Background: an optimization exercise with open tools, aiming at small area and a short achievable clock period. Do not read the settings as production practice. In this exercise RTL edits were held to simulation tests only and were not proved equivalent to the original. Power is estimated from default activity; no workload was simulated.

File: flow/flow/run.sh
#!/bin/bash
set -e
export BUFFER_PORTS_ARGS="-buffer_cell sky130_fd_sc_hd__buf_1"
export SETUP_SLACK_MARGIN=10.5
export CTS_ARGS="-sink_clustering_enable -repair_clock_nets -buf_list sky130_fd_sc_hd__clkbuf_4 -dont_use_dummy_load -sink_clustering_size 8 -sink_clustering_max_diameter 50"
{
  echo "BUFFER_PORTS_ARGS=$BUFFER_PORTS_ARGS"
  echo "SETUP_SLACK_MARGIN=$SETUP_SLACK_MARGIN"
  echo "CTS_ARGS=$CTS_ARGS"
} > run.log
bash standard.sh > standard.log 2>&1
echo "standard.sh finished" >> run.log
File: flow/standard.sh
#!/bin/bash
# synth_recipe.tcl (not shown) runs the flow's synth.tcl, then flattens the netlist and writes it again
# the make line also repeats each setting of config.mk as NAME=value (left out here)
make -C /OpenROAD-flow-scripts/flow DESIGN_CONFIG=/design/flow/config.mk WORK_HOME=/design/flow/orfs CLKGATE_MAP_FILE= SYNTH_SCRIPT=/design/flow/synth_recipe.tcl "${@:-finish}"
File: flow/config.mk
export PLATFORM = sky130hd
export DESIGN_NAME = rlwe_rec
export DESIGN_NICKNAME = rlwe_rec
export VERILOG_FILES = /design/flow/design.v
export SDC_FILE = /design/flow/constraint.sdc
export NUM_CORES = 4
export LEC_CHECK = 0
export CAP_MARGIN = 20
export CORE_MARGIN = 2
export CORE_UTILIZATION = 65
export CTS_BUF_LIST = sky130_fd_sc_hd__clkbuf_4
export PLACE_DENSITY = 0.75
export SLEW_MARGIN = 20
File: flow/constraint.sdc
create_clock -name core_clock -period 15.0 [get_ports {clk}]
set_input_delay 3.0000 -clock core_clock [delete_from_list [all_inputs] [get_ports {clk}]]
set_output_delay 3.0000 -clock core_clock [all_outputs]
set_load 0.01 [all_outputs]
File: flow/design.v
module rlwe_rec (
    input  wire         clk,
    input  wire         rst,         
    input  wire         in_valid,
    input  wire         in_mode,     
    input  wire [127:0] in_x,        
    input  wire         in_bit,      
    input  wire [7:0]   in_r,        
    output reg          out_valid,
    output reg  [7:0]   out_r,       
    output reg          out_key      
);
    integer j;
    function [3:0] kval;
        input [7:0] r;
        input integer jj;
        integer i;
        begin
            kval = 4'd0;
            for (i = 0; i < 16; i = i + 1)
                if ({(jj < 3) ? r[2*jj +: 2] : 2'd0, r[7:6]} == i)
                    kval = 2 * (i / 4) + (i % 4);
        end
    endfunction
    function [4:0] k3val;
        input [7:0] r;
        input integer jj;
        integer i;
        begin
            k3val = 5'd0;
            for (i = 0; i < 16; i = i + 1)
                if ({(jj < 3) ? r[2*jj +: 2] : 2'd0, r[7:6]} == i)
                    k3val = 3 * (2 * (i / 4) + (i % 4));
        end
    endfunction
    reg               s0_valid;
    reg               s0_mode;
    reg               s0_bit;
    reg        [7:0]  s0_r;
    reg signed [8:0]  s0_th  [0:3];
    reg        [8:0]  s0_xl  [0:3];
    reg        [3:0]  s0_ovf;
    reg        [3:0]  s0_neg;
    always @(posedge clk) begin
        if (rst)
            s0_valid <= 1'b0;
        else
            s0_valid <= in_valid;
        s0_mode <= in_mode;
        s0_bit  <= in_bit;
        s0_r    <= in_r;
        for (j = 0; j < 4; j = j + 1) begin
            s0_th[j]  <= $signed({in_x[32*j+31], in_x[32*j+9 +: 7]})
                         - $signed({4'd0, in_mode ? k3val(in_r, j) : 5'd0});
            s0_xl[j]  <= in_x[32*j +: 9];
            s0_ovf[j] <= ~((in_x[32*j+16 +: 16] == 16'h0000) |
                           (in_x[32*j+16 +: 16] == 16'hffff));
            s0_neg[j] <= in_x[32*j+31];
        end
    end
    wire        hr = ~s0_mode;             
    wire        bh = s0_bit & hr;          
    wire        g   [0:3];                 
    wire [5:0]  yo  [0:3];                 
    wire [5:0]  qo  [0:3];                 
    wire        big [0:3];
    wire [2:0]  v0  [0:3];
    wire [1:0]  v1  [0:3];
    genvar gi;
    generate
        for (gi = 0; gi < 4; gi = gi + 1) begin : co
            rlwe_coef u_coef (
                .th(s0_th[gi]), .xl(s0_xl[gi]), .ovf(s0_ovf[gi]), .neg(s0_neg[gi]),
                .hr(hr), .bh(bh), .k(kval(s0_r, gi)),
                .g(g[gi]), .yo(yo[gi]), .qo(qo[gi]), .big(big[gi]),
                .v0(v0[gi]), .v1(v1[gi])
            );
        end
    endgenerate
    reg         s1_valid;
    reg         s1_mode;
    reg         s1_bh;
    reg         s1_fail;                   
    reg  [8:0]  s1_u   [0:3];              
    reg  [5:0]  s1_yo  [0:3];
    reg  [5:0]  s1_qo  [0:3];
    reg  [3:0]  s1_g;
    reg  [7:0]  s1_h0;                     
    reg  [7:0]  s1_h1;                     
    always @(posedge clk) begin
        if (rst)
            s1_valid <= 1'b0;
        else
            s1_valid <= s0_valid;
        s1_mode <= s0_mode;
        s1_bh   <= bh;
        s1_fail <= |s0_ovf | big[0] | big[1] | big[2] | big[3];
        for (j = 0; j < 4; j = j + 1) begin
            s1_u[j]  <= s0_xl[j] ^ {9{g[j]}};
            s1_yo[j] <= yo[j];
            s1_qo[j] <= qo[j];
            s1_g[j]  <= g[j];
        end
        s1_h0 <= {v0[3][0], 1'b0, v0[2][1:0] - v0[3][1:0], v0[1][1:0] - v0[3][1:0], v0[0][1:0] - v0[3][1:0]};
        s1_h1 <= {v1[3][0], 1'b1, v1[2] - v1[3], v1[1] - v1[3], v1[0] - v1[3]};
    end
    reg  [21:0] S;
    reg         cs1, cs2, cs3, cs4, cs5, cs6, cs7, cs8, cs9, cs10, cs11, cs12;
    reg         cs13, cs14, cs15, cs16, cs17, cs18, cs19, cs20, cs21, cs22, cs23, cs24;
    reg         cs25, cs26, cs27, cs28, cs29, cs30, cs31, cs32, cs33, cs34, cs35, cs36;
    reg         cs37, cs38, cs39, cs40, cs41, cs42, cs43, cs44, cs45, cs46, cs47, cs48;
    reg         cs49, cs50, cs51, cs52, cs53, cs54, cs55, cs56, cs57, cs58, cs59, cs60;
    reg         cs61, cs62, cs63, cs64, cs65, cs66, cs67, cs68, cs69, cs70, cs71, cs72;
    reg         cs73, cs74, cs75, cs76, cs77, cs78, cs79, cs80, cs81, cs82, cs83, cs84;
    reg         cs85, cs86, cs87, cs88, cs89, cs90, cs91, cs92, cs93, cs94, cs95, cs96;
    reg         cs97, cs98, cs99, cs100, cs101, cs102, cs103, cs104, cs105, cs106, cs107, cs108;
    reg         cs109, cs110, cs111, cs112, cs113, cs114, cs115, cs116, cs117, cs118, cs119, cs120;
    reg         cs121, cs122, cs123, cs124, cs125, cs126, cs127, cs128, cs129, cs130, cs131, cs132;
    reg         cs133, cs134, cs135, cs136, cs137, cs138, cs139, cs140, cs141, cs142, cs143, cs144;
    reg         cs145, cs146, cs147, cs148, cs149, cs150, cs151, cs152, cs153, cs154, cs155, cs156;
    reg         cs157, cs158, cs159, cs160, cs161, cs162, cs163, cs164, cs165, cs166, cs167, cs168;
    reg         cs169, cs170, cs171, cs172, cs173, cs174, cs175, cs176, cs177, cs178, cs179, cs180;
    reg         cs181, cs182, cs183, cs184, cs185, cs186, cs187, cs188, cs189, cs190, cs191, cs192;
    reg         cs193, cs194, cs195, cs196;
    reg  [21:0] ra, rb;
    wire [3:0]  gb = s1_g & {4{s1_bh}};
    reg  [21:0] K;
    reg         ok;
    always @(*) begin
        if (~s1_mode)
            K = s1_bh ? 22'd1548146 : 22'd1548162;   
        else
            K = 22'd1474427;                         
        cs1 = s1_u[0][0] ^ s1_qo[0][3] ^ gb[0];
        cs2 = (s1_u[0][0] & s1_qo[0][3]) | (s1_u[0][0] & gb[0]) | (s1_qo[0][3] & gb[0]);
        cs3 = s1_u[1][0] ^ s1_qo[1][3] ^ gb[1];
        cs4 = (s1_u[1][0] & s1_qo[1][3]) | (s1_u[1][0] & gb[1]) | (s1_qo[1][3] & gb[1]);
        cs5 = s1_u[0][1] ^ s1_qo[0][4] ^ s1_u[1][1];
        cs6 = (s1_u[0][1] & s1_qo[0][4]) | (s1_u[0][1] & s1_u[1][1]) | (s1_qo[0][4] & s1_u[1][1]);
        cs7 = s1_u[0][2] ^ s1_qo[0][5];
        cs8 = s1_u[0][2] & s1_qo[0][5];
        cs9 = s1_g[0] ^ s1_qo[0][0] ^ s1_g[1];
        cs10 = (s1_g[0] & s1_qo[0][0]) | (s1_g[0] & s1_g[1]) | (s1_qo[0][0] & s1_g[1]);
        cs11 = s1_qo[1][0] ^ s1_g[2];
        cs12 = s1_qo[1][0] & s1_g[2];
        cs13 = s1_g[0] ^ s1_qo[0][1] ^ s1_g[1];
        cs14 = (s1_g[0] & s1_qo[0][1]) | (s1_g[0] & s1_g[1]) | (s1_qo[0][1] & s1_g[1]);
        cs15 = s1_qo[1][1] ^ s1_g[2] ^ s1_qo[2][1];
        cs16 = (s1_qo[1][1] & s1_g[2]) | (s1_qo[1][1] & s1_qo[2][1]) | (s1_g[2] & s1_qo[2][1]);
        cs17 = s1_g[3] ^ s1_qo[3][1];
        cs18 = s1_g[3] & s1_qo[3][1];
        cs19 = s1_g[0] ^ s1_qo[0][2] ^ s1_g[1];
        cs20 = (s1_g[0] & s1_qo[0][2]) | (s1_g[0] & s1_g[1]) | (s1_qo[0][2] & s1_g[1]);
        cs21 = s1_qo[1][2] ^ s1_g[2] ^ s1_qo[2][2];
        cs22 = (s1_qo[1][2] & s1_g[2]) | (s1_qo[1][2] & s1_qo[2][2]) | (s1_g[2] & s1_qo[2][2]);
        cs23 = s1_g[3] ^ s1_qo[3][2] ^ K[2];
        cs24 = (s1_g[3] & s1_qo[3][2]) | (s1_g[3] & K[2]) | (s1_qo[3][2] & K[2]);
        cs25 = cs1 ^ cs3 ^ s1_u[2][0];
        cs26 = (cs1 & cs3) | (cs1 & s1_u[2][0]) | (cs3 & s1_u[2][0]);
        cs27 = s1_qo[2][3] ^ gb[2] ^ s1_u[3][0];
        cs28 = (s1_qo[2][3] & gb[2]) | (s1_qo[2][3] & s1_u[3][0]) | (gb[2] & s1_u[3][0]);
        cs29 = s1_qo[3][3] ^ gb[3] ^ K[3];
        cs30 = (s1_qo[3][3] & gb[3]) | (s1_qo[3][3] & K[3]) | (gb[3] & K[3]);
        cs31 = cs2 ^ cs4 ^ cs5;
        cs32 = (cs2 & cs4) | (cs2 & cs5) | (cs4 & cs5);
        cs33 = s1_qo[1][4] ^ s1_u[2][1] ^ s1_qo[2][4];
        cs34 = (s1_qo[1][4] & s1_u[2][1]) | (s1_qo[1][4] & s1_qo[2][4]) | (s1_u[2][1] & s1_qo[2][4]);
        cs35 = s1_u[3][1] ^ s1_qo[3][4] ^ K[4];
        cs36 = (s1_u[3][1] & s1_qo[3][4]) | (s1_u[3][1] & K[4]) | (s1_qo[3][4] & K[4]);
        cs37 = cs6 ^ cs7 ^ s1_u[1][2];
        cs38 = (cs6 & cs7) | (cs6 & s1_u[1][2]) | (cs7 & s1_u[1][2]);
        cs39 = s1_qo[1][5] ^ s1_u[2][2] ^ s1_qo[2][5];
        cs40 = (s1_qo[1][5] & s1_u[2][2]) | (s1_qo[1][5] & s1_qo[2][5]) | (s1_u[2][2] & s1_qo[2][5]);
        cs41 = s1_u[3][2] ^ s1_qo[3][5] ^ K[5];
        cs42 = (s1_u[3][2] & s1_qo[3][5]) | (s1_u[3][2] & K[5]) | (s1_qo[3][5] & K[5]);
        cs43 = cs8 ^ s1_u[0][3] ^ s1_u[1][3];
        cs44 = (cs8 & s1_u[0][3]) | (cs8 & s1_u[1][3]) | (s1_u[0][3] & s1_u[1][3]);
        cs45 = s1_u[2][3] ^ s1_u[3][3];
        cs46 = s1_u[2][3] & s1_u[3][3];
        cs47 = s1_u[0][4] ^ s1_u[1][4];
        cs48 = s1_u[0][4] & s1_u[1][4];
        cs49 = cs9 ^ cs11 ^ s1_qo[2][0];
        cs50 = (cs9 & cs11) | (cs9 & s1_qo[2][0]) | (cs11 & s1_qo[2][0]);
        cs51 = cs10 ^ cs12 ^ cs13;
        cs52 = (cs10 & cs12) | (cs10 & cs13) | (cs12 & cs13);
        cs53 = cs15 ^ cs17;
        cs54 = cs15 & cs17;
        cs55 = cs14 ^ cs16 ^ cs18;
        cs56 = (cs14 & cs16) | (cs14 & cs18) | (cs16 & cs18);
        cs57 = cs19 ^ cs21 ^ cs23;
        cs58 = (cs19 & cs21) | (cs19 & cs23) | (cs21 & cs23);
        cs59 = cs20 ^ cs22 ^ cs24;
        cs60 = (cs20 & cs22) | (cs20 & cs24) | (cs22 & cs24);
        cs61 = cs25 ^ cs27 ^ cs29;
        cs62 = (cs25 & cs27) | (cs25 & cs29) | (cs27 & cs29);
        cs63 = cs26 ^ cs28 ^ cs30;
        cs64 = (cs26 & cs28) | (cs26 & cs30) | (cs28 & cs30);
        cs65 = cs31 ^ cs33 ^ cs35;
        cs66 = (cs31 & cs33) | (cs31 & cs35) | (cs33 & cs35);
        cs67 = cs32 ^ cs34 ^ cs36;
        cs68 = (cs32 & cs34) | (cs32 & cs36) | (cs34 & cs36);
        cs69 = cs37 ^ cs39 ^ cs41;
        cs70 = (cs37 & cs39) | (cs37 & cs41) | (cs39 & cs41);
        cs71 = cs38 ^ cs40 ^ cs42;
        cs72 = (cs38 & cs40) | (cs38 & cs42) | (cs40 & cs42);
        cs73 = cs43 ^ cs45 ^ K[6];
        cs74 = (cs43 & cs45) | (cs43 & K[6]) | (cs45 & K[6]);
        cs75 = cs44 ^ cs46 ^ cs47;
        cs76 = (cs44 & cs46) | (cs44 & cs47) | (cs46 & cs47);
        cs77 = s1_u[2][4] ^ s1_u[3][4] ^ K[7];
        cs78 = (s1_u[2][4] & s1_u[3][4]) | (s1_u[2][4] & K[7]) | (s1_u[3][4] & K[7]);
        cs79 = cs48 ^ s1_u[0][5] ^ s1_u[1][5];
        cs80 = (cs48 & s1_u[0][5]) | (cs48 & s1_u[1][5]) | (s1_u[0][5] & s1_u[1][5]);
        cs81 = s1_u[2][5] ^ s1_u[3][5] ^ K[8];
        cs82 = (s1_u[2][5] & s1_u[3][5]) | (s1_u[2][5] & K[8]) | (s1_u[3][5] & K[8]);
        cs83 = s1_u[0][6] ^ s1_u[1][6] ^ s1_u[2][6];
        cs84 = (s1_u[0][6] & s1_u[1][6]) | (s1_u[0][6] & s1_u[2][6]) | (s1_u[1][6] & s1_u[2][6]);
        cs85 = s1_u[3][6] ^ K[9];
        cs86 = s1_u[3][6] & K[9];
        cs87 = s1_u[0][7] ^ s1_u[1][7] ^ s1_u[2][7];
        cs88 = (s1_u[0][7] & s1_u[1][7]) | (s1_u[0][7] & s1_u[2][7]) | (s1_u[1][7] & s1_u[2][7]);
        cs89 = s1_u[3][7] ^ K[10];
        cs90 = s1_u[3][7] & K[10];
        cs91 = s1_u[0][8] ^ s1_u[1][8] ^ s1_u[2][8];
        cs92 = (s1_u[0][8] & s1_u[1][8]) | (s1_u[0][8] & s1_u[2][8]) | (s1_u[1][8] & s1_u[2][8]);
        cs93 = s1_u[3][8] ^ K[11];
        cs94 = s1_u[3][8] & K[11];
        cs95 = s1_yo[0][0] ^ s1_yo[1][0] ^ s1_yo[2][0];
        cs96 = (s1_yo[0][0] & s1_yo[1][0]) | (s1_yo[0][0] & s1_yo[2][0]) | (s1_yo[1][0] & s1_yo[2][0]);
        cs97 = s1_yo[3][0] ^ K[12];
        cs98 = s1_yo[3][0] & K[12];
        cs99 = s1_yo[0][1] ^ s1_yo[1][1] ^ s1_yo[2][1];
        cs100 = (s1_yo[0][1] & s1_yo[1][1]) | (s1_yo[0][1] & s1_yo[2][1]) | (s1_yo[1][1] & s1_yo[2][1]);
        cs101 = s1_yo[3][1] ^ K[13];
        cs102 = s1_yo[3][1] & K[13];
        cs103 = s1_yo[0][2] ^ s1_yo[1][2] ^ s1_yo[2][2];
        cs104 = (s1_yo[0][2] & s1_yo[1][2]) | (s1_yo[0][2] & s1_yo[2][2]) | (s1_yo[1][2] & s1_yo[2][2]);
        cs105 = s1_yo[3][2] ^ K[14];
        cs106 = s1_yo[3][2] & K[14];
        cs107 = s1_yo[0][3] ^ s1_yo[1][3] ^ s1_yo[2][3];
        cs108 = (s1_yo[0][3] & s1_yo[1][3]) | (s1_yo[0][3] & s1_yo[2][3]) | (s1_yo[1][3] & s1_yo[2][3]);
        cs109 = s1_yo[3][3] ^ K[15];
        cs110 = s1_yo[3][3] & K[15];
        cs111 = s1_yo[0][4] ^ s1_yo[1][4] ^ s1_yo[2][4];
        cs112 = (s1_yo[0][4] & s1_yo[1][4]) | (s1_yo[0][4] & s1_yo[2][4]) | (s1_yo[1][4] & s1_yo[2][4]);
        cs113 = s1_yo[3][4] ^ K[16];
        cs114 = s1_yo[3][4] & K[16];
        cs115 = s1_yo[0][5] ^ s1_yo[1][5] ^ s1_yo[2][5];
        cs116 = (s1_yo[0][5] & s1_yo[1][5]) | (s1_yo[0][5] & s1_yo[2][5]) | (s1_yo[1][5] & s1_yo[2][5]);
        cs117 = s1_yo[3][5] ^ K[17];
        cs118 = s1_yo[3][5] & K[17];
        cs119 = cs49 ^ s1_g[3];
        cs120 = cs49 & s1_g[3];
        cs121 = cs50 ^ cs51 ^ cs53;
        cs122 = (cs50 & cs51) | (cs50 & cs53) | (cs51 & cs53);
        cs123 = cs52 ^ cs54 ^ cs55;
        cs124 = (cs52 & cs54) | (cs52 & cs55) | (cs54 & cs55);
        cs125 = cs56 ^ cs58 ^ cs59;
        cs126 = (cs56 & cs58) | (cs56 & cs59) | (cs58 & cs59);
        cs127 = cs60 ^ cs62 ^ cs63;
        cs128 = (cs60 & cs62) | (cs60 & cs63) | (cs62 & cs63);
        cs129 = cs64 ^ cs66 ^ cs67;
        cs130 = (cs64 & cs66) | (cs64 & cs67) | (cs66 & cs67);
        cs131 = cs68 ^ cs70 ^ cs71;
        cs132 = (cs68 & cs70) | (cs68 & cs71) | (cs70 & cs71);
        cs133 = cs72 ^ cs74 ^ cs75;
        cs134 = (cs72 & cs74) | (cs72 & cs75) | (cs74 & cs75);
        cs135 = cs76 ^ cs78 ^ cs79;
        cs136 = (cs76 & cs78) | (cs76 & cs79) | (cs78 & cs79);
        cs137 = cs80 ^ cs82 ^ cs83;
        cs138 = (cs80 & cs82) | (cs80 & cs83) | (cs82 & cs83);
        cs139 = cs84 ^ cs86 ^ cs87;
        cs140 = (cs84 & cs86) | (cs84 & cs87) | (cs86 & cs87);
        cs141 = cs88 ^ cs90 ^ cs91;
        cs142 = (cs88 & cs90) | (cs88 & cs91) | (cs90 & cs91);
        cs143 = cs92 ^ cs94 ^ cs95;
        cs144 = (cs92 & cs94) | (cs92 & cs95) | (cs94 & cs95);
        cs145 = cs96 ^ cs98 ^ cs99;
        cs146 = (cs96 & cs98) | (cs96 & cs99) | (cs98 & cs99);
        cs147 = cs100 ^ cs102 ^ cs103;
        cs148 = (cs100 & cs102) | (cs100 & cs103) | (cs102 & cs103);
        cs149 = cs104 ^ cs106 ^ cs107;
        cs150 = (cs104 & cs106) | (cs104 & cs107) | (cs106 & cs107);
        cs151 = cs108 ^ cs110 ^ cs111;
        cs152 = (cs108 & cs110) | (cs108 & cs111) | (cs110 & cs111);
        cs153 = cs112 ^ cs114 ^ cs115;
        cs154 = (cs112 & cs114) | (cs112 & cs115) | (cs114 & cs115);
        cs155 = cs116 ^ cs118;
        cs156 = cs116 & cs118;
        cs157 = cs119 ^ s1_qo[3][0];
        cs158 = cs119 & s1_qo[3][0];
        cs159 = cs120 ^ cs121 ^ K[1];
        cs160 = (cs120 & cs121) | (cs120 & K[1]) | (cs121 & K[1]);
        cs161 = cs122 ^ cs123 ^ cs57;
        cs162 = (cs122 & cs123) | (cs122 & cs57) | (cs123 & cs57);
        cs163 = cs124 ^ cs125 ^ cs61;
        cs164 = (cs124 & cs125) | (cs124 & cs61) | (cs125 & cs61);
        cs165 = cs126 ^ cs127 ^ cs65;
        cs166 = (cs126 & cs127) | (cs126 & cs65) | (cs127 & cs65);
        cs167 = cs128 ^ cs129 ^ cs69;
        cs168 = (cs128 & cs129) | (cs128 & cs69) | (cs129 & cs69);
        cs169 = cs130 ^ cs131 ^ cs73;
        cs170 = (cs130 & cs131) | (cs130 & cs73) | (cs131 & cs73);
        cs171 = cs132 ^ cs133 ^ cs77;
        cs172 = (cs132 & cs133) | (cs132 & cs77) | (cs133 & cs77);
        cs173 = cs134 ^ cs135 ^ cs81;
        cs174 = (cs134 & cs135) | (cs134 & cs81) | (cs135 & cs81);
        cs175 = cs136 ^ cs137 ^ cs85;
        cs176 = (cs136 & cs137) | (cs136 & cs85) | (cs137 & cs85);
        cs177 = cs138 ^ cs139 ^ cs89;
        cs178 = (cs138 & cs139) | (cs138 & cs89) | (cs139 & cs89);
        cs179 = cs140 ^ cs141 ^ cs93;
        cs180 = (cs140 & cs141) | (cs140 & cs93) | (cs141 & cs93);
        cs181 = cs142 ^ cs143 ^ cs97;
        cs182 = (cs142 & cs143) | (cs142 & cs97) | (cs143 & cs97);
        cs183 = cs144 ^ cs145 ^ cs101;
        cs184 = (cs144 & cs145) | (cs144 & cs101) | (cs145 & cs101);
        cs185 = cs146 ^ cs147 ^ cs105;
        cs186 = (cs146 & cs147) | (cs146 & cs105) | (cs147 & cs105);
        cs187 = cs148 ^ cs149 ^ cs109;
        cs188 = (cs148 & cs149) | (cs148 & cs109) | (cs149 & cs109);
        cs189 = cs150 ^ cs151 ^ cs113;
        cs190 = (cs150 & cs151) | (cs150 & cs113) | (cs151 & cs113);
        cs191 = cs152 ^ cs153 ^ cs117;
        cs192 = (cs152 & cs153) | (cs152 & cs117) | (cs153 & cs117);
        cs193 = cs154 ^ cs155 ^ K[18];
        cs194 = (cs154 & cs155) | (cs154 & K[18]) | (cs155 & K[18]);
        cs195 = cs156 ^ K[19];
        cs196 = cs156 & K[19];
        ra = {K[21], cs196, cs194, cs192, cs190, cs188, cs186, cs184, cs182, cs180, cs178, cs176, cs174, cs172, cs170, cs168, cs166, cs164, cs162, cs160, cs158, cs157};
        rb = {1'b0, K[20], cs195, cs193, cs191, cs189, cs187, cs185, cs183, cs181, cs179, cs177, cs175, cs173, cs171, cs169, cs167, cs165, cs163, cs161, cs159, K[0]};
        S = ra + rb;
        ok = ~s1_fail & ~S[21];
    end
    always @(posedge clk) begin
        if (rst)
            out_valid <= 1'b0;
        else
            out_valid <= s1_valid;
        out_r   <= s1_mode ? 8'd0 : (ok ? s1_h0 : s1_h1);
        out_key <= s1_mode & ok;
    end
endmodule
module rlwe_coef (
    input  wire signed [8:0] th,       
    input  wire [8:0]        xl,
    input  wire              ovf,      
    input  wire              neg,      
    input  wire              hr,       
    input  wire              bh,       
    input  wire [3:0]        k,        
    output reg               g,
    output reg  [5:0]        yo,
    output reg  [5:0]        qo,
    output reg               big,
    output reg  [2:0]        v0,
    output reg  [1:0]        v1
);
    function lo_ge;
        input signed [6:0] v;
        input [8:0] xl;
        begin
            if (v <= 0)
                lo_ge = 1'b1;
            else if (v <= 8)
                lo_ge = xl != 9'd0;
            else if (v <= 16)
                lo_ge = xl[8:1] != 8'd0;
            else
                lo_ge = (xl[8:2] != 7'd0) | (xl[1:0] == 2'd3);
        end
    endfunction
    function gtc;
        input [8:0] a;
        input integer c;
        reg   [8:0] cb;
        reg         eq;
        integer     i;
        begin
            cb  = c;
            cb  = cb ^ 9'h100;
            gtc = 1'b0;
            eq  = 1'b1;
            for (i = 8; i >= 0; i = i - 1) begin
                if (cb[i]) begin
                    eq = eq & (a[i] ^ (i == 8));
                end else begin
                    gtc = gtc | (eq & (a[i] ^ (i == 8)));
                    eq  = eq & ~(a[i] ^ (i == 8));
                end
            end
        end
    endfunction
    function ge;
        input [8:0] th;
        input [8:0] xl;
        input [3:0] o;
        input integer c;
        reg   [8:0] c3;
        begin
            c3 = 3 * c;
            ge = gtc(th, 3 * c) | ((th == c3) & lo_ge(c + o, xl));
        end
    endfunction
    wire [4:0]       t    = th[4:0];
    wire             xz   = xl == 9'd0;               
    wire             xle1 = xl[8:1] == 8'd0;          
    wire             tneg = th[8];                    
    wire             thi  = gtc(th, 24);              
    reg        [3:0] m;        
    reg              mul3;     
    reg        [1:0] rho;      
    reg              lom;      
    reg        [3:0] rg;       
    reg signed [8:0] yc;       
    reg signed [1:0] s;
    reg signed [5:0] p;
    reg signed [8:0] thm, thp;  
    reg signed [8:0] e;
    reg        [8:0] ye;
    reg              gp, g0, gm;
    always @(*) begin
        thm  = th - 9'sd24;
        thp  = th + 9'sd24;
        big  = gtc(th, 48) | (hr ? ~gtc(th, -26) : ~gtc(th, -50));
        m[3] = t >= 5'd24;
        m[2] = (t >= 5'd12) & (t < 5'd24);
        m[1] = ((t >= 5'd6) & (t < 5'd12)) | ((t >= 5'd18) & (t < 5'd24));
        m[0] = ((t >= 5'd3) & (t < 5'd6)) | ((t >= 5'd9) & (t < 5'd12)) |
               ((t >= 5'd15) & (t < 5'd18)) | ((t >= 5'd21) & (t < 5'd24));
        mul3 = (t == 5'd0) | (t == 5'd3) | (t == 5'd6) | (t == 5'd9) | (t == 5'd12) |
               (t == 5'd15) | (t == 5'd18) | (t == 5'd21) | (t == 5'd24);
        rho[1] = (t == 5'd2) | (t == 5'd5) | (t == 5'd8) | (t == 5'd11) |
                 (t == 5'd14) | (t == 5'd17) | (t == 5'd20) | (t == 5'd23);
        rho[0] = ~mul3 & ~rho[1];
        if (bh)
            lom = (t >= 5'd15) ? ~xle1 : ~xz;
        else
            lom = (t < 5'd3) | ~xz;
        if (~m[0])
            yc = (mul3 & ~lom) ? -9'sd1 : {7'd0, rho};
        else
            yc = (mul3 & ~lom) ? 9'sd3 : 9'sd2 - {7'd0, rho};
        if (hr) begin
            if (tneg)
                rg = 4'd0;
            else if (thi)
                rg = 4'd9;
            else
                rg = m + {3'd0, ~mul3 | lom};
            g  = ~rg[0];
            p  = {1'b0, rg[3:1], 1'b0};
            e  = tneg ? th : thi ? thm : yc;       
            v0 = rg[3:1];
            if (rg == 4'd0)
                v1 = 2'd0;
            else if (rg >= 4'd7)
                v1 = 2'd3;
            else
                v1 = rg[2:1] - {1'b0, ~rg[0]};
        end else begin
            if (ge(th, xl, k, 4))
                s = 2'sd1;
            else if (ge(th, xl, k, -4))
                s = 2'sd0;
            else
                s = -2'sd1;
            gp = ~ge(th, xl, k, 8);
            g0 = ~ge(th, xl, k, 0);
            gm = ~ge(th, xl, k, -8);
            g  = (s == 2'sd1) ? gp : (s == 2'sd0) ? g0 : gm;
            p  = $signed({2'd0, k}) + $signed({s, 3'd0});
            e  = (s == 2'sd1) ? thm : (s == 2'sd0) ? th : thp;
            v0 = 3'd0;
            v1 = 2'd0;
        end
        if (ovf) begin
            v0 = neg ? 3'd0 : 3'd4;
            v1 = neg ? 2'd0 : 2'd3;
        end
        ye  = (hr & ~tneg & ~thi) ? yc : e ^ {9{g}};
        yo  = {~ye[5], ye[4:0]};
        qo  = {~(p[5] ^ ~g), p[4:0] ^ {5{~g}}};
    end
endmodule
==> impl_metrics.csv, run 1 <==
group,metric,value,unit
status,status,"finished clean",
finish,nNetsFinal,2160,
timing,timing.final.crit_period,4.74,ns
clocking,cts_made_buffers,34,
global_route,antenna_found_initial,1,
logic_synthesis,yosysTopAreaCellShare,27.7,%
timing,skew,0.0667,ns
timing,fin_tns_setup,0,ns
pwr,leakagePower,6.85,nW
logic_synthesis,syn_inst,1674,
logic_synthesis,synth_edf_count,0,
finish,final_cell_area,16600,um^2
timing,setup_viol,0,
timing,rsz0062_at_grt,"yes",
floorplan,initial_utilization,66.1,%
timing,min_period_over_period,31.6,%
floorplan,std_cell_rows,55,
finish,drive_gt1_share,12.2,%
critical_path,critPathCaptureType,"flip-flop",
route,vias,12800,
clocking,htreeDepth,2,
floorplan,die_x,156,um
clocking,cts_buffer_depth,3,
global_route,grt.total_usage,32.3,%
critical_path,cp.arrival,5.22,ns
logic_synthesis,synth_seq_cells,207,
timing,drv_slew,0,
timing,setup_ws,10.26,ns
floorplan,die_height,156,um
clocking,cts.sinks,207,
logic_synthesis,synth_most_common_cell,"dfxtp_1",
flow_run,cap_violations,0,
timing,timing.final.hold_violations,0,
clocking,tritoncts,"done",
clocking,clock_latency,0.62,ns
logic_synthesis,synth_nets,2011,
critical_path,critPathLaunchType,"input pin",
route,drc_errors,0,
floorplan,die-area,24200,um^2
logic_synthesis,synth.avg_cell_area,8.94,um^2
finish,finalNonFillerCells,2107,
route,drt_pre_antenna_iters,5,
timing,tightest_slew,1.01,ns
finish,syn_to_final_growth,11.0,%
clocking,cts-root-buf,"clkbuf_4",
placement,dpl-instance-area,15600,um^2
logic_synthesis,synth_area,15000,um^2
finish,fillers,1743,
global_route,grt_pass1_vias,12300,
route,antenna_left,0,
timing,max_freq,211,MHz
placement,place_congestion,0.951,
logic_synthesis,synth_cell_types,101,
placement,port-buffer-count,150,
critical_path,required,15.49,ns
logic_synthesis,yosys-top-cells-area,"dfxtp_1, fa_1, ha_1",
placement,pre_cts_slack,8.99,ns
global_route,gr-total-overflow,0,
logic_synthesis,synthFlopType,"dfxtp_1",
critical_path,critPathKind,"input pin to flip-flop",
placement,post-place-cells,2029,
floorplan,core,22600,um^2
timing,hold_slack,0.417,ns
pwr,power.density,171,nW/um^2
worst_hold_path,hp-class,"flip-flop to flip-flop",
global_route,grt_pass1_wl,62600,um
global_route,grt_max_degree,48,
floorplan,ios,151,
logic_synthesis,synth_warnings,12,
route,avgRoutedWirePerCell,19.0,um
clocking,path_clk_slew,0.09,ns
placement,dpl.hpwl,30200,um
timing,max_slew_margin,32.5,%
logic_synthesis,netlist_top_cells_count,"dfxtp_1, inv_1, ha_1",
critical_path,cp_max_fo,5,
route,drt-initial-drc-count,1137,
logic_synthesis,yosysSeqAreaShare,27.7,%
logic_synthesis,async_flop_share,0,%
pwr,peakVddDrop,0.257,mV
route,via_per_inst,6.09,
logic_synthesis,yosysTopAreaCell,"dfxtp_1",
route,finalWirelength,40100,um
power by group:
| group | switching, mW | internal (mW) | leakage [nW] | total [mW] |
|---|---|---|---|---|
| sequential | 0.121 | 0.638 | 1.74 | 0.759 |
| clock | 0.185 | 0.104 | 0.156 | 0.289 |
| combinational | 0.934 | 0.857 | 4.95 | 1.79 |
| total | 1.24 | 1.60 | 6.85 | 2.84 |
worst paths after layout:
kind / startpoint / endpoint / slack (ns) / cells after the start
worst min-delay path: s0_valid / s1_valid / 0.42 / 1
worst max-delay path: in_r[6] / s0_th[2][6] / 10.26 / 13
worst max register to register: s1_bh / out_r[4] / 10.33 / 16
worst min register to register: s0_valid / s1_valid / 0.42 / 1
layout make-up:
cell class / instances / area [um^2] / area share [%]
multi-input cells: 1208 / 10100 / 60.9
flip-flops and latches: 207 / 4160 / 25.1
repair buffers: 201 / 1050 / 6.31
inverters: 171 / 664 / 4.00
well taps: 285 / 357 / 2.15
clock buffers: 34 / 255 / 1.54
diodes: 1 / 2.50 / 0.0151
timing repair:
item	4_1_cts	5_1_grt
pin swaps	38	46
resized for setup	56	63
buffers inserted	25	17
endpoints found under the setup margin	39	38
cloned	1	0
hold buffers	0	0
per-layer routing:
layer	wire length (um)	GRT usage (%)	share of wire, %	vias to the layer above
met5	0	0	0	-
met4	1250	11.1	3.1	0
met3	2600	4.14	6.5	85
met2	19100	54.3	48	512
met1	17100	43.3	43	6096
li1	-	-	-	6143
per-stage QoR:
stage,util [%],power (mW)
finish,73.3,2.84
global route,73.3,3.11
CTS,71.8,2.79
detailed placement,68.8,2.33
global placement,68.8,2.26
floorplan,-,1.94
state kept, by name, summed over array words and instances, names as in the netlist, 8 cells and up:
name   flops
s0_th     36
s0_xl     36
s1_u      36
s1_qo     24
s1_yo     24
out_r      8
s0_r       8
worst max-delay path: stages:
cell and delay [ns]:
buf_12 0.12, ha_4 0.18, buf_6 0.12, nor3_4 0.21
buf_4 0.15, a21oi_2 0.03, o211ai_1 0.21, ha_1 0.30
nor2b_4 0.14, o21ai_2 0.16, nand2b_1 0.10, a211o_1 0.34
xnor2_1 0.14
layout by cell type, fill, tap and decap left out, types with 39 or more instances in the layout:
| master | instances |
|---|---|
| dfxtp_1 | 195 |
| inv_1 | 157 |
| buf_1 | 147 |
| ha_1 | 108 |
| xnor2_1 | 100 |
| nand2_1 | 89 |
| nor2_1 | 85 |
| a21oi_1 | 79 |
| o21ai_0 | 68 |
| fa_1 | 68 |
| xor2_1 | 40 |
| buf_4 | 39 |
kinds of logic after synthesis:
logic type	count (synthesis)	synth area share [%]
xor+xnor	142	8.36
compound gates	381	17.8
buf+inv	259	7.10
fa+ha+maj	196	20.4
simple gates	463	16.8
flops	207	27.7
mux	26	1.86
==> run 2, diff against run 1 <==
--- a/flow/flow/run.sh
+++ b/flow/flow/run.sh
@@ -2,5 +2,5 @@
 set -e
 export BUFFER_PORTS_ARGS="-buffer_cell sky130_fd_sc_hd__buf_1"
-export SETUP_SLACK_MARGIN=10.5
+export SETUP_SLACK_MARGIN=11.0
 export CTS_ARGS="-sink_clustering_enable -repair_clock_nets -buf_list sky130_fd_sc_hd__clkbuf_4 -dont_use_dummy_load -sink_clustering_size 8 -sink_clustering_max_diameter 50"
 {
==> run 2 against run 1 <==
Still clean. Sequential cell count unchanged. Clock power down 4%. Routed wire length up 2.3%. Critical path type is now flip-flop to flip-flop.
==> impl_metrics.csv, run 2 <==
group,metric,value,unit
status,status,"finished clean",
critical_path,cp_slowest_cell,"fa_1",
timing,timing.final.hold_violations,0,
route,drt-initial-drc-count,1230,
critical_path,cp_max_fo,9,
logic_synthesis,synth_seq_cells,207,
critical_path,critical_path.max_stage_delay,0.53,ns
global_route,grt_pass1_wl,62700,um
floorplan,std_cell_rows,55,
logic_synthesis,synth.avg_cell_area,8.94,um^2
timing,max_slew_margin,30.9,%
timing,timing.final.crit_period,4.57,ns
worst_hold_path,hp-class,"flip-flop to flip-flop",
global_route,gr-total-overflow,0,
logic_synthesis,yosysTopAreaCell,"dfxtp_1",
finish,multiInputGateArea,10200,um^2
logic_synthesis,yosys-top-cells-area,"dfxtp_1, fa_1, ha_1",
finish,fillers,1676,
route,antenna_left,0,
logic_synthesis,syn_inst,1674,
floorplan,core,22600,um^2
logic_synthesis,synth_most_common_cell,"dfxtp_1",
pwr,leakagePower,6.97,nW
critical_path,crit_top_cell,"fa_1",
critical_path,required,15.60,ns
finish,register_area,4200,um^2
clocking,tritoncts,"done",
floorplan,ios,151,
finish,reg_top3,"s0_th (36), s0_xl (36), s1_u (36)",
clocking,cts_made_buffers,31,
timing,min_period_over_period,30.5,%
pwr,power.density,166,nW/um^2
timing,skew,0.0390,ns
clocking,cts_hold_buffers,0,
route,avgRoutedWirePerCell,19.4,um
critical_path,critPathKind,"flip-flop to flip-flop",
floorplan,die-area,24200,um^2
timing,drv_slew,0,
route,finalWirelength,41000,um
placement,place_congestion,0.945,
logic_synthesis,yosysSeqAreaShare,27.7,%
clocking,htreeDepth,1,
timing,tightest_slew,1.04,ns
route,drc_errors,0,
timing,max_freq,219,MHz
clocking,cts-root-buf,"clkbuf_4",
route,drt_pre_antenna_iters,5,
pwr,peakVddDrop,0.482,mV
clocking,cts_buffer_depth,3,
finish,drive_gt1_share,14.3,%
timing,setup_viol,0,
timing,rsz0062_at_grt,"yes",
logic_synthesis,synth_edf_count,0,
floorplan,initial_utilization,66.1,%
logic_synthesis,yosysTopAreaCellShare,27.7,%
global_route,grt_max_degree,57,
critical_path,critPathCaptureType,"flip-flop",
global_route,antenna_found_initial,1,
placement,dpl.hpwl,30400,um
route,vias,12900,
floorplan,die_x,156,um
global_route,grt_pass1_vias,12200,
global_route,grt.total_usage,32.7,%
clocking,path_clk_slew,0.09,ns
critical_path,critPathLaunchType,"flip-flop",
finish,final_common_cell,"dfxtp_1",
logic_synthesis,synth_nets,2011,
finish,final_core_util,74.6,%
critical_path,reg2reg_setup_slack,10.43,ns
finish,nNetsFinal,2166,
logic_synthesis,synth_warnings,12,
logic_synthesis,synth_cell_types,101,
clocking,clock_latency,0.71,ns
placement,port-buffer-count,150,
finish,layout_common_cells,"dfxtp_1, inv_1, buf_1",
logic_synthesis,synthFlopType,"dfxtp_1",
critical_path,cp.arrival,5.17,ns
timing,fin_tns_setup,0,ns
logic_synthesis,synth_area,15000,um^2
route,via_per_inst,6.10,
floorplan,die_height,156,um
clocking,cts.sinks,207,
logic_synthesis,async_flop_share,0,%
flow_run,cap_violations,0,
critical_path,cp_cell_sequence,"inv_1 > fa_1 > inv_1 > fa_2 > inv_2 > fa_1 > fa_1 > inv_1 > fa_1 > ha_4 > a2111oi_4 > o21a_1 > o211ai_1 > a41oi_4 > buf_12 > mux2i_1 > nor2_1",
logic_synthesis,netlist_top_cells_count,"dfxtp_1, inv_1, ha_1",
finish,syn_to_final_growth,12.9,%
[run 2: cell counts after synthesis]
No cell type changed its count.
[run 2: critical path: cells and delay by family (launching register included)]
| kind | cells | cell delay (ns) |
|---|---|---|
| flops | 1 | 0.32 |
| buf+inv | 5 | 0.39 |
| mux | 1 | 0.20 |
| simple gates | 1 | 0.05 |
| compound gates | 4 | 0.86 |
| fa+ha+maj | 6 | 2.63 |
[run 2: path summary, 6_finish.rpt]
kind                                  start         end  depth (start not counted)
worst max register to register   s1_u[0][1]    out_r[7]                         17
worst max-delay path             s1_u[0][1]    out_r[7]                         17
worst min register to register  s0_xl[0][5]  s1_u[0][5]                          1
worst min-delay path            s0_xl[0][5]  s1_u[0][5]                          1
[run 2: report_power, final]
part | switching [mW] | internal (mW) | total [mW]
sequential | 0.118 | 0.640 | 0.759
clock | 0.184 | 0.0939 | 0.278
combinational | 0.921 | 0.838 | 1.76
[run 2: final cells by class]
cell class	count	share of cell area (%)
diodes	1	0.0148
repair buffers	210	7.06
clock buffers	31	1.38
well taps	285	2.11
flip-flops and latches	207	24.9
inverters	171	3.97
multi-input cells	1208	60.6
[run 2: timing repair]
item,4_1_cts,5_1_grt
resized for setup,103,65
pin swaps,37,18
setup endpoints to repair,82,61
setup buffers,34,19
[run 2: cells by family (layout without fill, tap and decap cells)]
kind of cell               after synthesis  count (layout)  share of synthesized area [%]
buffers and inverters                  259             412                           7.10
and+or+nand+nor                        463             463                           16.8
DFF                                    207             207                           27.7
xor gates and xnor gates               142             142                           8.36
AOI/OAI and AO/OA                      381             381                           17.8
other                                    0               1                              0
adders and majority gates              196             196                           20.4
muxes                                   26              26                           1.86
[run 2: through the flow]
step | worst slack [ns] | power (mW) | instances | hold slack (ns) | area [um^2]
3_5_place_dp | 9.15 | 2.36 | 2028 | 0.439 | 15600
2_1_floorplan | 9.91 | 1.95 | 1674 | 0.329 | 15100
3_3_place_gp | 9.24 | 2.27 | 2027 | 0.428 | 15600
4_1_cts | 10.34 | 2.76 | 2093 | 0.451 | 16500
5_1_grt | 10.26 | 3.04 | 2113 | 0.471 | 16900
6_report | 10.43 | 2.80 | 2113 | 0.450 | 16900
[run 2: routing by layer]
layer | part of all wire (%) | track usage (%) | up-vias
li1 | - | - | 6154
met1 | 42 | 43.4 | 6087
met2 | 47 | 53.5 | 538
met3 | 7.4 | 5.39 | 115
met4 | 4.3 | 13.0 | 0
met5 | 0 | 0 | -
==> run 3, diff against run 2 <==
--- a/flow/flow/run.sh
+++ b/flow/flow/run.sh
@@ -2,5 +2,6 @@
 set -e
 export BUFFER_PORTS_ARGS="-buffer_cell sky130_fd_sc_hd__buf_1"
-export SETUP_SLACK_MARGIN=11.0
+export SETUP_SLACK_MARGIN=10.75
+export SETUP_MOVE_SEQUENCE="unbuffer,sizeup,swap"
 export CTS_ARGS="-sink_clustering_enable -repair_clock_nets -buf_list sky130_fd_sc_hd__clkbuf_4 -dont_use_dummy_load -sink_clustering_size 8 -sink_clustering_max_diameter 50"
 {
==> run 3 against run 2 <==
Die area is the same. Setup slack worse by 0.10 ns. Clock skew grew 0.015 ns. Routed wire length decreased by 5.8%. Area after synthesis unchanged. Sequential cell count stayed put. Via count down 3.2%. Clock power grew 6%. Register-to-register slack worse by 0.10 ns. Critical endpoint is now out_r[5]. Highest routed layer unchanged.
==> impl_metrics.csv, run 3 <==
group,metric,value,unit
timing,setup_viol,0,
logic_synthesis,synth_seq_cells,207,
critical_path,critPathCaptureType,"flip-flop",
logic_synthesis,yosys-top-cells-area,"dfxtp_1, fa_1, ha_1",
timing,max_freq,214,MHz
placement,post-place-cells,2030,
floorplan,die_height,156,um
timing,hold_slack,0.426,ns
route,drt_pre_antenna_iters,5,
finish,nNetsFinal,2119,
floorplan,die_x,156,um
logic_synthesis,syn_inst,1674,
route,via_per_inst,6.04,
critical_path,required,15.49,ns
logic_synthesis,synth_nets,2011,
timing,skew,0.0535,ns
route,drc_errors,0,
clocking,cts.sinks,207,
pwr,leakagePower,6.60,nW
logic_synthesis,synth_cell_types,101,
placement,dpl.hpwl,30200,um
finish,layout_common_cells,"dfxtp_1, inv_1, buf_1",
finish,drive_gt1_share,10.0,%
pwr,power.density,171,nW/um^2
logic_synthesis,synthFlopType,"dfxtp_1",
flow_run,cap_violations,0,
placement,port-buffer-count,150,
worst_hold_path,hp-class,"flip-flop to flip-flop",
logic_synthesis,synth_most_common_cell,"dfxtp_1",
critical_path,cp.arrival,5.16,ns
route,finalWirelength,38600,um
timing,setup_ws,10.33,ns
floorplan,core,22600,um^2
timing,drv_slew,0,
pwr,peakVddDrop,0.335,mV
logic_synthesis,synth.avg_cell_area,8.94,um^2
critical_path,crit_buf_inv,2,
route,vias,12500,
route,drt-initial-drc-count,1144,
timing,timing.final.crit_period,4.67,ns
clocking,tritoncts,"done",
clocking,cts_buffer_depth,3,
logic_synthesis,netlist_top_cells_count,"dfxtp_1, inv_1, ha_1",
global_route,antenna_found_initial,1,
floorplan,initial_utilization,66.1,%
clocking,cts-root-buf,"clkbuf_4",
global_route,grt.total_usage,32.3,%
timing,timing.final.hold_violations,0,
pwr,power.total,2.77,mW
logic_synthesis,yosysSeqAreaShare,27.7,%
logic_synthesis,yosysTopAreaCellShare,27.7,%
finish,syn_to_final_growth,8.31,%
critical_path,critical_path.max_stage_delay,0.59,ns
clocking,clock_latency,0.62,ns
floorplan,ios,151,
logic_synthesis,async_flop_share,0,%
logic_synthesis,synth_warnings,12,
clocking,path_clk_slew,0.09,ns
logic_synthesis,synth_edf_count,0,
route,avgRoutedWirePerCell,18.7,um
critical_path,critPathLaunchType,"flip-flop",
critical_path,cp_slowest_cell,"fa_1",
timing,fin_tns_setup,0,ns
clocking,htreeDepth,2,
critical_path,cp_cell_sequence,"and2_4 > fa_1 > inv_2 > fa_2 > fa_2 > inv_2 > fa_2 > fa_1 > ha_4 > a2111oi_4 > o21a_1 > o211ai_1 > a41oi_4 > mux2i_1 > nor2_1",
timing,max_slew_margin,32.2,%
finish,final_common_cell,"dfxtp_1",
finish,finalNonFillerCells,2066,
clocking,cts_made_buffers,35,
finish,reg_top3,"s0_th (36), s0_xl (36), s1_u (36)",
timing,min_period_over_period,31.1,%
floorplan,die-area,24200,um^2
logic_synthesis,synth_area,15000,um^2
global_route,grt_max_degree,51,
critical_path,cp_top_family,"adder cells",
route,antenna_left,0,
logic_synthesis,yosysTopAreaCell,"dfxtp_1",
clocking,cts_setup_buffers,0,
timing,rsz0062_at_grt,"yes",
placement,place_congestion,0.971,
global_route,gr-total-overflow,0,
critical_path,cp_max_fo,9,
critical_path,crit_top_cell,"fa_2",
placement,pre_cts_slack,9.19,ns
global_route,grt_pass1_wl,62000,um
floorplan,std_cell_rows,55,
status,status,"finished clean",
timing,tightest_slew,1.02,ns
critical_path,critPathKind,"flip-flop to flip-flop",
global_route,grt_pass1_vias,12000,
[run 3: worst paths after layout]
kind | cells after the start | start | end | slack [ns]
setup reg to reg | 15 | s1_bh | out_r[5] | 10.33
setup / recovery | 15 | s1_bh | out_r[5] | 10.33
hold / removal | 1 | s1_valid | out_valid | 0.43
hold reg to reg | 1 | s1_valid | out_valid | 0.43
[run 3: layer usage]
metal	vias to the layer above	global-route usage [%]	wire (um)
li1	6066	-	-
met1	5846	43.8	16600
met2	484	52.6	17700
met3	81	5.44	3050
met4	0	11.2	1310
met5	-	0	0
[run 3: where the power goes]
group          internal (mW)  switching [mW]
clock network          0.107           0.189
registers              0.639           0.118
logic                  0.819           0.897
[run 3: cell type report]
type                            instances  area, um^2
Tap cell                              285         357
Antenna cell                            1        2.50
Sequential cell                       207        4180
Inverter                              171         669
Fill cell                            1790        6440
Multi-Input combinational cell       1208       10100
Timing Repair Buffer                  159         666
Clock buffer                           35         263
[run 3: metrics by stage]
stage	util [%]	cell area (um^2)
floorplan	-	15100
global placement	68.9	15600
detailed placement	68.9	15600
CTS	70.8	16000
global route	71.6	16200
finish	71.6	16200
[run 3: cell families after synthesis]
family,after synthesis,share of synthesized area [%]
compound gates,381,17.8
xor+xnor,142,8.36
fa+ha+maj,196,20.4
buf+inv,259,7.10
flops,207,27.7
mux,26,1.86
simple gates,463,16.8
[run 3: what timing repair did]
item,CTS,global route
resized for setup,50,51
hold buffers,0,0
pin swaps,30,28
gates cloned,0,0
setup endpoints to repair,58,36
==> run 4, diff against run 3 <==
--- a/flow/flow/run.sh
+++ b/flow/flow/run.sh
@@ -3,5 +3,4 @@
 export BUFFER_PORTS_ARGS="-buffer_cell sky130_fd_sc_hd__buf_1"
 export SETUP_SLACK_MARGIN=10.75
-export SETUP_MOVE_SEQUENCE="unbuffer,sizeup,swap"
 export CTS_ARGS="-sink_clustering_enable -repair_clock_nets -buf_list sky130_fd_sc_hd__clkbuf_4 -dont_use_dummy_load -sink_clustering_size 8 -sink_clustering_max_diameter 50"
 {
--- a/flow/config.mk
+++ b/flow/config.mk
@@ -12,2 +12,3 @@
 export PLACE_DENSITY = 0.75
 export SLEW_MARGIN = 20
+export TNS_END_PERCENT = 10
==> run 4 against run 3 <==
Utilization increased by 0.56 points. Synthesized cell count unchanged. Global-route usage decreased by 0.20 points. Setup slack got worse by 0.056 ns. Final area increased by 0.78%. Maximum frequency decreased by 1.2%. Combinational power increased by 4%. Worst hold slack improved by 0.0037 ns. Non-clock buffer count increased by 26. Via count increased by 1.5%. Clock-buffer cell count decreased by 1. Routed wire length increased by 0.60%. Critical path type unchanged. Largest power group unchanged.
==> impl_metrics.csv, run 4 <==
group,metric,value,unit
logic_synthesis,yosys-top-cells-area,"dfxtp_1, fa_1, ha_1",
logic_synthesis,synth.avg_cell_area,8.94,um^2
critical_path,critPathLaunchType,"flip-flop",
timing,tightest_slew,0.929,ns
route,drc_errors,0,
critical_path,critical_path.max_stage_delay,0.55,ns
critical_path,crit_end,"out_r[0]",
critical_path,reg2reg_to,"out_r[0]",
timing,fin_tns_setup,0,ns
pwr,leakagePower,6.73,nW
logic_synthesis,synth_most_common_cell,"dfxtp_1",
placement,dpl.hpwl,29500,um
finish,layout_common_cells,"dfxtp_1, inv_1, buf_1",
timing,timing.final.hold_violations,0,
logic_synthesis,synth_warnings,12,
floorplan,die_x,156,um
logic_synthesis,yosysTopAreaCell,"dfxtp_1",
clocking,tritoncts,"done",
critical_path,cp_max_fo,5,
finish,drive_gt1_share,10.1,%
floorplan,die_height,156,um
global_route,gr-total-overflow,0,
logic_synthesis,synth_area,15000,um^2
critical_path,required,15.45,ns
floorplan,core,22600,um^2
finish,nNetsFinal,2144,
finish,reg_top3,"s0_th (36), s0_xl (36), s1_u (36)",
timing,max_freq,212,MHz
route,antenna_left,0,
route,vias,12700,
global_route,grt.total_usage,32.1,%
critical_path,r2r-start,"s1_qo[0][4]",
route,drt-initial-drc-count,1374,
logic_synthesis,async_flop_share,0,%
floorplan,std_cell_rows,55,
timing,skew,0.0853,ns
global_route,grt_pass1_vias,12100,
global_route,grt_pass1_wl,62100,um
flow_run,cap_violations,0,
finish,final_common_cell,"dfxtp_1",
finish,syn_to_final_growth,9.16,%
clocking,cts_made_buffers,34,
placement,port-buffer-count,150,
logic_synthesis,yosysTopAreaCellShare,27.7,%
timing,min_period_over_period,31.5,%
critical_path,cp.arrival,5.18,ns
clocking,path_clk_slew,0.08,ns
timing,max_slew_margin,37.6,%
global_route,grt_max_degree,72,
critical_path,worstSetupStartpoint,"s1_qo[0][4]",
placement,place_congestion,0.944,
clocking,cts-root-buf,"clkbuf_4",
floorplan,ios,151,
logic_synthesis,synth_cell_types,101,
route,finalWirelength,38800,um
critical_path,cp_slowest_cell,"fa_1",
status,status,"finished clean",
pwr,power.density,173,nW/um^2
logic_synthesis,synth_edf_count,0,
logic_synthesis,netlist_top_cells_count,"dfxtp_1, inv_1, ha_1",
worst_hold_path,hp-class,"flip-flop to flip-flop",
critical_path,reg2reg_setup_slack,10.27,ns
logic_synthesis,synthFlopType,"dfxtp_1",
clocking,cts_buffer_depth,3,
route,via_per_inst,6.06,
timing,drv_slew,0,
clocking,clock_latency,0.64,ns
timing,timing.final.crit_period,4.73,ns
logic_synthesis,synth_nets,2011,
critical_path,critPathCaptureType,"flip-flop",
critical_path,cp_cell_sequence,"inv_2 > fa_1 > inv_2 > fa_2 > inv_2 > fa_1 > fa_1 > inv_2 > fa_1 > ha_4 > buf_6 > nand2_2 > o21a_1 > o211ai_1 > a41oi_4 > buf_12 > mux2i_1 > nor2_1",
critical_path,worstRegToRegCells,18,
clocking,htreeDepth,2,
critical_path,critPathKind,"flip-flop to flip-flop",
floorplan,initial_utilization,66.1,%
clocking,cts.sinks,207,
route,drt_pre_antenna_iters,6,
route,avgRoutedWirePerCell,18.6,um
pwr,peakVddDrop,0.496,mV
placement,dpl-instance-area,15500,um^2
global_route,antenna_found_initial,1,
logic_synthesis,synth_seq_cells,207,
logic_synthesis,syn_inst,1674,
finish,fillers,1781,
timing,hold_slack,0.429,ns
timing,rsz0062_at_grt,"yes",
logic_synthesis,yosysSeqAreaShare,27.7,%
floorplan,die-area,24200,um^2
finish,final_cell_area,16300,um^2
timing,setup_viol,0,
-- run 4: cell count changes in the layout (fill, tap and decap cells not counted), sizes merged --
| cell | delta |
|---|---|
| buf | +26 |
| clkbuf | -1 |
-- run 4: routing by layer --
layer | wire, um | track usage [%] | vias to the layer above
met4 | 1350 | 11.4 | 0
li1 | - | - | 6116
met1 | 16900 | 43.6 | 5930
met5 | 0 | 0 | -
met3 | 2740 | 4.75 | 87
met2 | 17900 | 52.6 | 534
-- run 4: power by group --
group	internal [mW]	switching, mW	total [mW]
logic	0.865	0.921	1.79
clock network	0.105	0.183	0.287
registers	0.639	0.120	0.759
total	1.61	1.22	2.83
-- run 4: worst min-delay path by stage --
| stage | from | endpoint | slack, ns | depth (start not counted) |
|---|---|---|---|---|
| final | s0_valid | s1_valid | 0.43 | 1 |
| after floorplan | s0_mode | s1_mode | 0.33 | 0 |
| after CTS | s0_valid | s1_valid | 0.43 | 1 |
| after global placement | s1_valid | out_valid | 0.43 | 1 |
| after detailed placement | s1_valid | out_valid | 0.43 | 1 |
| after global routing | s0_valid | s1_valid | 0.43 | 1 |
-- run 4: what timing repair did --
action                                  in CTS  in global routing
buffers inserted                            18                  8
resized for setup                           60                 28
pin swaps                                   25                  1
gates cloned                                 1                  0
endpoints found under the setup margin      59                 63
hold buffers                                 0                  0
-- run 4: cells by family after synthesis --
family                     count (synthesis)  share of synthesized area [%]
xor gates and xnor gates                 142                           8.36
muxes                                     26                           1.86
adders and majority gates                196                           20.4
DFF                                      207                           27.7
and+or+nand+nor                          463                           16.8
buffers and inverters                    259                           7.10
AOI/OAI and AO/OA                        381                           17.8
-- run 4: final cells by class --
type	count	area, um^2	share of cell area (%)
inverters	171	664	4.07
repair buffers	185	905	5.54
diodes	1	2.50	0.0153
multi-input cells	1208	9970	61.0
clock buffers	34	255	1.56
well taps	285	357	2.18
flip-flops and latches	207	4180	25.6
-- run 4: worst max-delay path, delay by kind of cell, from the launching register on --
kind,cells,cell delay [ns]
compound gates,3,0.82
flops,1,0.33
buf+inv,6,0.47
simple gates,2,0.11
fa+ha+maj,6,2.67
mux,1,0.15
-- run 4: stage by stage --
| stage | power [mW] | cells | worst slack [ns] | utilization, % |
|---|---|---|---|---|
| floorplan | 1.89 | 1674 | 9.90 | - |
| global placement | 2.20 | 2029 | 9.10 | 68.7 |
| detailed placement | 2.26 | 2029 | 9.01 | 68.7 |
| CTS | 2.80 | 2082 | 10.33 | 71.5 |
| global route | 3.11 | 2091 | 10.10 | 72.1 |
| finish | 2.83 | 2091 | 10.27 | 72.1 |
==> run 5, diff against run 4 <==
--- a/flow/config.mk
+++ b/flow/config.mk
@@ -12,3 +12,2 @@
 export PLACE_DENSITY = 0.75
 export SLEW_MARGIN = 20
-export TNS_END_PERCENT = 10
==> run 5 against run 4 <==
Register-to-register slack improved by 0.12 ns. Utilization rose by 1.2 points. Sequential share of layout area fell by 0.42 points.
==> impl_metrics.csv, run 5 <==
group,metric,value,unit
critical_path,r2r-start,"s1_bh",
finish,register_area,4180,um^2
timing,timing.final.hold_violations,0,
route,drc_errors,0,
global_route,grt_pass1_wl,62900,um
global_route,grt_max_degree,51,
critical_path,crit_top_cell,"ha_4",
finish,final_common_cell,"dfxtp_1",
pwr,leakagePower,6.82,nW
logic_synthesis,synth.avg_cell_area,8.94,um^2
floorplan,die_height,156,um
critical_path,required,15.55,ns
timing,timing.final.crit_period,4.61,ns
finish,drive_gt1_share,11.8,%
floorplan,die-area,24200,um^2
logic_synthesis,synth_cell_types,101,
clocking,cts_made_buffers,35,
floorplan,initial_utilization,66.1,%
route,avgRoutedWirePerCell,18.9,um
clocking,tritoncts,"done",
critical_path,critical_path.max_stage_delay,0.32,ns
logic_synthesis,synth_nets,2011,
clocking,htreeDepth,2,
floorplan,core,22600,um^2
critical_path,cp_cell_sequence,"buf_12 > inv_12 > ha_4 > buf_6 > nor3_4 > a21oi_2 > o22ai_2 > a311o_1 > ha_4 > nor2b_1 > o21ai_1 > nand2b_1 > a211o_1 > xnor2_1",
critical_path,worstSetupStartpoint,"in_r[6]",
critical_path,critPathCaptureType,"flip-flop",
logic_synthesis,synth_area,15000,um^2
timing,min_period_over_period,30.7,%
critical_path,critPathLaunchType,"input pin",
critical_path,cp.arrival,5.16,ns
critical_path,crit_end,"s0_th[0][6]",
finish,layout_common_cells,"dfxtp_1, inv_1, buf_1",
finish,final_core_util,73.3,%
timing,setup_viol,0,
timing,skew,0.0686,ns
finish,syn_to_final_growth,10.9,%
critical_path,cp_slowest_cell,"a311o_1",
floorplan,ios,151,
logic_synthesis,netlist_top_cells_count,"dfxtp_1, inv_1, ha_1",
route,finalWirelength,39700,um
floorplan,std_cell_rows,55,
route,drt-initial-drc-count,1121,
pwr,power.density,166,nW/um^2
logic_synthesis,yosys-top-cells-area,"dfxtp_1, fa_1, ha_1",
global_route,gr-total-overflow,0,
clocking,cts_buffer_depth,3,
timing,rsz0062_at_grt,"yes",
global_route,grt_pass1_vias,12100,
global_route,grt.total_usage,32.8,%
finish,reg_top3,"s0_th (36), s0_xl (36), s1_u (36)",
critical_path,reg2reg_to,"out_r[5]",
pwr,peakVddDrop,0.311,mV
finish,nNetsFinal,2155,
clocking,path_clk_slew,0.09,ns
critical_path,cp_max_fo,5,
placement,place_congestion,0.971,
route,antenna_left,0,
floorplan,die_x,156,um
clocking,cts-root-buf,"clkbuf_4",
logic_synthesis,synth_edf_count,0,
critical_path,reg2reg_setup_slack,10.39,ns
timing,drv_slew,0,
clocking,cts.sinks,207,
clocking,cts_hold_buffers,0,
logic_synthesis,yosysSeqAreaShare,27.7,%
logic_synthesis,yosysTopAreaCellShare,27.7,%
status,status,"finished clean",
finish,fillers,1740,
finish,multiInputGateArea,10100,um^2
placement,dpl.hpwl,30200,um
placement,port-buffer-count,150,
timing,tightest_slew,1.01,ns
critical_path,critPathKind,"input pin to flip-flop",
logic_synthesis,synthFlopType,"dfxtp_1",
logic_synthesis,synth_warnings,12,
route,via_per_inst,6.06,
route,drt_pre_antenna_iters,5,
worst_hold_path,hp-class,"flip-flop to flip-flop",
critical_path,worstRegToRegCells,16,
timing,max_slew_margin,32.7,%
critical_path,cp_top_family,"compound AO/OA/AOI/OAI gates",
logic_synthesis,synth_seq_cells,207,
timing,fin_tns_setup,0,ns
critical_path,cp.depth,14,
logic_synthesis,syn_inst,1674,
timing,max_freq,217,MHz
global_route,antenna_found_initial,1,
logic_synthesis,synth_most_common_cell,"dfxtp_1",
logic_synthesis,yosysTopAreaCell,"dfxtp_1",
clocking,clock_latency,0.64,ns
critical_path,crit_buf_inv,3,
route,vias,12700,
logic_synthesis,async_flop_share,0,%
flow_run,cap_violations,0,
-- run 5: changes by cell type in the layout (fill, tap and decap cells not counted), moves of 3 or more --
cell / before / now
fa_1: 73 / 69
fa_2: 6 / 10
a21oi_2: 5 / 8
buf_6: 4 / 10
a21oi_1: 83 / 80
o21ai_2: 2 / 5
ha_4: 6 / 10
o21ai_0: 72 / 64
o21ai_1: 15 / 20
-- run 5: through the flow --
| step | area, um^2 | setup WS (ns) | power (mW) | std cells | hold WS (ns) |
|---|---|---|---|---|---|
| after floorplan | 15100 | 9.91 | 1.95 | 1674 | 0.329 |
| after global placement | 15600 | 9.24 | 2.27 | 2029 | 0.424 |
| after detailed placement | 15600 | 9.19 | 2.33 | 2030 | 0.428 |
| after CTS | 16400 | 10.33 | 2.66 | 2094 | 0.417 |
| after global routing | 16600 | 10.24 | 3.04 | 2102 | 0.430 |
| final | 16600 | 10.39 | 2.76 | 2102 | 0.423 |
-- run 5: cells by family (layout without fill, tap and decap cells) --
logic type / Yosys count / in the layout / share of synthesized area, %
AO/OA/AOI/OAI: 381 / 381 / 17.8
other: 0 / 1 / 0
buffers and inverters: 259 / 401 / 7.10
adder cells (fa/ha/maj): 196 / 196 / 20.4
flip-flops: 207 / 207 / 27.7
AND/OR/NAND/NOR: 463 / 463 / 16.8
multiplexers: 26 / 26 / 1.86
XOR/XNOR: 142 / 142 / 8.36
-- run 5: worst reg2reg max path: stages, from the launching register on --
cell and delay [ns]:
dfxtp_4 0.37, and2_1 0.15, fa_1 0.48, inv_1 0.05
fa_2 0.34, fa_2 0.52, inv_1 0.05, fa_2 0.52
fa_2 0.43, ha_2 0.19, a2111oi_4 0.32, o21a_1 0.16
o211ai_1 0.21, a41oi_4 0.23, buf_12 0.17, mux2i_2 0.24
nor2_1 0.05
-- run 5: area by class of cell --
type / instances / share of cell area (%)
repair buffers: 195 / 6.04
flip-flops and latches: 207 / 25.2
clock buffers: 35 / 1.58
well taps: 285 / 2.15
inverters: 171 / 4.01
multi-input cells: 1208 / 61.0
diodes: 1 / 0.0151
-- run 5: worst min path at each step --
stage,start,end,slack (ns),depth (start not counted)
after detailed placement,s1_valid,out_valid,0.43,1
after floorplan,s0_mode,s1_mode,0.33,0
final,s1_valid,out_valid,0.42,1
after CTS,s1_valid,out_valid,0.42,1
after global placement,s1_valid,out_valid,0.42,1
after global routing,s1_valid,out_valid,0.43,1
-- run 5: metal layers --
layer / GRT usage (%) / wire length, um / vias to the layer above
met1: 43.9 / 17100 / 6011
li1: - / - / 6133
met3: 5.75 / 2760 / 99
met4: 12.3 / 1530 / 0
met5: 0 / 0 / -
met2: 53.5 / 18300 / 493
-- run 5: repair_timing --
item,4_1_cts,5_1_grt
setup endpoints to repair,58,37
buffers inserted,29,7
pin swaps,30,23
resized for setup,66,48
hold endpoints to repair,0,0
-- run 5: report_power, final --
group / switching (mW) / internal, mW / total [mW]
combinational: 0.889 / 0.814 / 1.70
sequential: 0.117 / 0.639 / 0.756
clock: 0.190 / 0.108 / 0.297
total: 1.20 / 1.56 / 2.76

## port drivers added, routing unchanged
No port has a modelled driver above. Below, the same layouts with a new extraction and two added sets of constraints. Step 1 sets driving cells, clkbuf_16 on the clock port and buf_2 on the other inputs (assumed; they add their load-dependent delay and slew). Step 2 also shifts input and output timing later by t, the mid clock arrival at the registers, as if the neighbouring blocks saw the same clock. Three values: no drivers, after step 1, after step 2; two values: the first two.
| run | t, ns | slack for setup (ns) | worst slew at a driven data input, ns | cell pins on the clock port's net |
|---|---|---|---|---|
| run 1 | 0.633 | 10.264 / 10.260 / 9.628 | 0.06 | 1 |
| run 2 | 0.737 | 10.432 / 10.432 / 9.761 | 0.06 | 1 |
| run 3 | 0.633 | 10.328 / 10.328 / 9.752 | 0.06 | 1 |
| run 4 | 0.636 | 10.272 / 10.272 / 9.731 | 0.06 | 1 |
| run 5 | 0.647 | 10.391 / 10.383 / 9.736 | 0.06 | 1 |
After both steps every run listed still meets setup and hold. For run 2, which loses most, drivers alone change the setup slack by 0.000 ns; drivers and shift together by -0.671 ns.
